Background: an optimization exercise with open tools, aiming at small area, a short achievable clock period and few clock cycles. Do not read the settings as production practice.
At most, simulation tests tie the RTL to the original design; equivalence was not proved.

Setup of P:
// msfrx
module msfrx (
    input  wire        clk,
    input  wire        rst,           
    input  wire [1:0]  cmd,           
    input  wire        cancel,
    input  wire        rx_valid,
    input  wire [7:0]  rx_data,
    input  wire        rx_fault,
    output wire        rx_ready,
    output wire        busy,
    output wire        done,
    output wire        ok,
    output wire        err,
    output wire [3:0]  outcome,
    output reg  [8:0]  frame_len,
    input  wire [7:0]  rd_addr,
    output wire [7:0]  rd_data,
    output wire        trk1_present,
    output wire [8:0]  trk1_lo,
    output wire [8:0]  trk1_hi,
    output wire [8:0]  trk1_nf,
    output wire        trk2_present,
    output wire [8:0]  trk2_lo,
    output wire [8:0]  trk2_hi,
    output wire [8:0]  trk2_nf,
    output wire        trk3_present,
    output wire [8:0]  trk3_lo,
    output wire [8:0]  trk3_hi,
    output wire [8:0]  trk3_nf
);
Settings: LEC_CHECK=0, CAP_MARGIN=20, CORE_MARGIN=2, CORE_UTILIZATION=65, CTS_BUF_LIST=sky130_fd_sc_hd__clkbuf_4 sky130_fd_sc_hd__clkbuf_8, PLACE_DENSITY=0.7, SETUP_SLACK_MARGIN=2.5, SLEW_MARGIN=20; clock period 7.0 ns.
run.sh (not shown) runs the stock make flow with config.mk's settings and CLKGATE_MAP_FILE= SYNTH_SCRIPT=/design/flow/synth_recipe.tcl, a recipe that flattens the netlist after the stock synthesis.
global routing: P exited with error
What S does differently from P at the input level:
--- a/flow/design.v
+++ b/flow/design.v
@@ -55,28 +55,19 @@
     reg [7:0] nf1, nf2, nf3;
     reg [7:0] buf_mem [0:255];
     wire receiving = (state == S_HUNT) || (state == S_DATA);
     assign rx_ready = receiving && !cancel && !rst;
     assign busy     = (state != S_IDLE);
     assign outcome  = {1'b0, oc};
     assign done     = (state == S_IDLE) && (oc != OC_NONE);
     assign ok       = (oc == OC_FRAME);
     assign err      = (oc == OC_DECODE) || (oc == OC_TRANSPORT) || (oc == OC_OVERFLOW);
-    wire [15:0] ra_lo = 16'd1 << rd_addr[3:0];
-    wire [15:0] ra_hi = 16'd1 << rd_addr[7:4];
-    reg  [7:0]  rd_or;
-    integer k;
-    always @(*) begin
-        rd_or = 8'd0;
-        for (k = 0; k < 256; k = k + 1)
-            rd_or = rd_or | (buf_mem[k] & {8{ra_hi[k/16] & ra_lo[k%16]}});
-    end
-    assign rd_data = rd_or;
+    assign rd_data  = buf_mem[rd_addr];
     wire [8:0] end1 = {1'b0, hi1} + 9'd2;
     wire [8:0] end2 = {1'b0, hi2} + 9'd2;
     wire [8:0] lo2  = pres[0] ? end1 : 9'd1;
     wire [8:0] lo3  = pres[1] ? end2 : lo2;
     assign trk1_present = pres[0];
     assign trk1_lo      = {8'd0, pres[0]};
     assign trk1_hi      = {1'b0, hi1};
     assign trk1_nf      = {1'b0, nf1};
     assign trk2_present = pres[1];
Findings:
- As of S, total standard cell area after synthesis had risen by a few percent compared to P.
- Post-CTS repair timing setup buffer count: S lower than P
- S vs P: area fraction in compound gates after synthesis down
- The final layout from S, which completed every stage, passed the timing, design-rule and antenna checks at the end of the flow.
- Any difference in area share of xor/xnor cells in the synthesized design between P and S is small enough to ignore.
- On number of distinct library cells after synthesis, the lower figure sits with P, not S.
- From P to S the numbers moved as follows: post-synthesis sequential area ratio down 2.2 points, die span in x saw an increase, post-synthesis instance total now smaller, effective utilization at floorplan level, area share of fa/ha/maj cells after synthesis essentially unchanged.
- P -> S: number of top-level pins delta 0, exact match
Testbench counts of S, summed over its fixed seeds: cycles 16,388.
Function not checked in P: the RTL went through the layout flow alone.

* * *

rev 12:
Another version of the RTL of msfrx (not shown whole).
Size: roughly 4,800 cells after synthesis, roughly 2,100 flip-flops, roughly 0.080 mm^2 of cells after synthesis.
Design msfrx, start of the top module:
module msfrx (
    input  wire        clk,
    input  wire        rst,           
    input  wire [1:0]  cmd,           
    input  wire        cancel,
    input  wire        rx_valid,
    input  wire [7:0]  rx_data,
    input  wire        rx_fault,
    output wire        rx_ready,
    output wire        busy,
    output wire        done,
    output wire        ok,
    output wire        err,
    output wire [3:0]  outcome,
    output reg  [8:0]  frame_len,
    input  wire [7:0]  rd_addr,
    output wire [7:0]  rd_data,
    output wire        trk1_present,
    output wire [8:0]  trk1_lo,
    output wire [8:0]  trk1_hi,
    output wire [8:0]  trk1_nf,
    output wire        trk2_present,
    output wire [8:0]  trk2_lo,
    output wire [8:0]  trk2_hi,
    output wire [8:0]  trk2_nf,
    output wire        trk3_present,
    output wire [8:0]  trk3_lo,
    output wire [8:0]  trk3_hi,
    output wire [8:0]  trk3_nf
);
export LEC_CHECK = 0
export CAP_MARGIN = 20
export CORE_MARGIN = 2
export CORE_UTILIZATION = 65
export CTS_BUF_LIST = sky130_fd_sc_hd__clkbuf_16
export CTS_CLUSTER_DIAMETER = 80
export CTS_CLUSTER_SIZE = 28
export PLACE_DENSITY = 0.7
export SETUP_SLACK_MARGIN = 2.5
export SLEW_MARGIN = 20
export SYNTH_HIERARCHICAL = 1
export SYNTH_MINIMUM_KEEP_SIZE = 0
create_clock -name core_clock -period 7.0 [get_ports {clk}]
FAIL rev 12 @ global routing: tool exited with error
The following lists how rev 13 was set up differently from rev 12:
--- a/flow/design.v
+++ b/flow/design.v
@@ -54,28 +54,28 @@
     reg [7:0] hi1, hi2, hi3;
     reg [7:0] nf1, nf2, nf3;
     reg [7:0] buf_mem [0:255];
     wire receiving = (state == S_HUNT) || (state == S_DATA);
     assign rx_ready = receiving && !cancel && !rst;
     assign busy     = (state != S_IDLE);
     assign outcome  = {1'b0, oc};
     assign done     = (state == S_IDLE) && (oc != OC_NONE);
     assign ok       = (oc == OC_FRAME);
     assign err      = (oc == OC_DECODE) || (oc == OC_TRANSPORT) || (oc == OC_OVERFLOW);
-    wire [255:0] rd_sel;
-    msfrx_rd_dec u_rd_dec (.addr(rd_addr), .sel(rd_sel));
+    wire [63:0] grp_sel;
+    msfrx_rd_dec u_rd_dec (.addr(rd_addr[7:2]), .sel(grp_sel));
     reg  [7:0]  rd_or;
     integer k;
     always @(*) begin
         rd_or = 8'd0;
-        for (k = 0; k < 256; k = k + 1)
-            rd_or = rd_or | (buf_mem[k] & {8{rd_sel[k]}});
+        for (k = 0; k < 64; k = k + 1)
+            rd_or = rd_or | (buf_mem[{k[5:0], rd_addr[1:0]}] & {8{grp_sel[k]}});
     end
     assign rd_data = rd_or;
     wire [8:0] end1 = {1'b0, hi1} + 9'd2;
     wire [8:0] end2 = {1'b0, hi2} + 9'd2;
     wire [8:0] lo2  = pres[0] ? end1 : 9'd1;
     wire [8:0] lo3  = pres[1] ? end2 : lo2;
     assign trk1_present = pres[0];
     assign trk1_lo      = {8'd0, pres[0]};
     assign trk1_hi      = {1'b0, hi1};
     assign trk1_nf      = {1'b0, nf1};
@@ -190,22 +190,22 @@
                                 default: ;
                             endcase
                         end
                     end
                 end
             endcase
         end
     end
 endmodule
 module msfrx_rd_dec (
-    input  wire [7:0]   addr,
-    output wire [255:0] sel
+    input  wire [5:0]  addr,
+    output wire [63:0] sel
 );
-    wire [15:0] lo = 16'd1 << addr[3:0];
-    wire [15:0] hi = 16'd1 << addr[7:4];
+    wire [7:0] lo = 8'd1 << addr[2:0];
+    wire [7:0] hi = 8'd1 << addr[5:3];
     genvar i;
     generate
-        for (i = 0; i < 256; i = i + 1) begin : g_sel
-            assign sel[i] = hi[i / 16] & lo[i % 16];
+        for (i = 0; i < 64; i = i + 1) begin : g_sel
+            assign sel[i] = hi[i / 8] & lo[i % 8];
         end
     endgenerate
 endmodule
Findings:
Rev 13 vs. rev 12: cell count after synthesis went down by about 15%.
Synthesized-area fraction occupied by ao, oa, aoi and oai cells came out lower on rev 13 than on rev 12.
Summary: with rev 12 as the reference, last weighted congestion value of the routability-driven placer in rev 13 moved down by more than 10%.
Rev 13 vs rev 12, number of CTS-inserted buffers went down by 1.1%.
Going from rev 12 to rev 13, height of the die grew slightly.
Detailed-placement wirelength estimate: lower on rev 13
In summary, rev 13 completed successfully, with a layout that passed the timing, design-rule and antenna checks.
No functional check of the RTL was part of any run of this note.

==> static timing again, ports no longer ideal <==
In the flow no input, the clock included, has a driving cell. The finished layouts below were timed again as built, in two steps.
Step 1: set_driving_cell puts a clkbuf_16 on clk and a buf_2 on each other input, an assumption about the parent block.
Step 2, shift: input delay + t, output delay - t, t = (earliest + latest rising clock arrival at the registers) / 2. This alone moves slack from input paths to output paths.
Slacks: ideal / step 1 / step 2; pairs: ideal / step 1.
| run | t (ns) | slack for setup (ns) | hold slack, ns |
|---|---|---|---|
| S | 1.079 | 1.587 / 1.222 / 1.222 | 0.470 / 0.470 / 0.470 |
| rev 13 | 0.818 | 1.378 / 1.103 / 1.103 | 0.497 / 0.497 / 0.497 |
After both steps setup and hold are still met in every run listed. For S, which loses most, drivers alone change the setup slack by -0.365 ns; drivers and shift together by -0.365 ns.
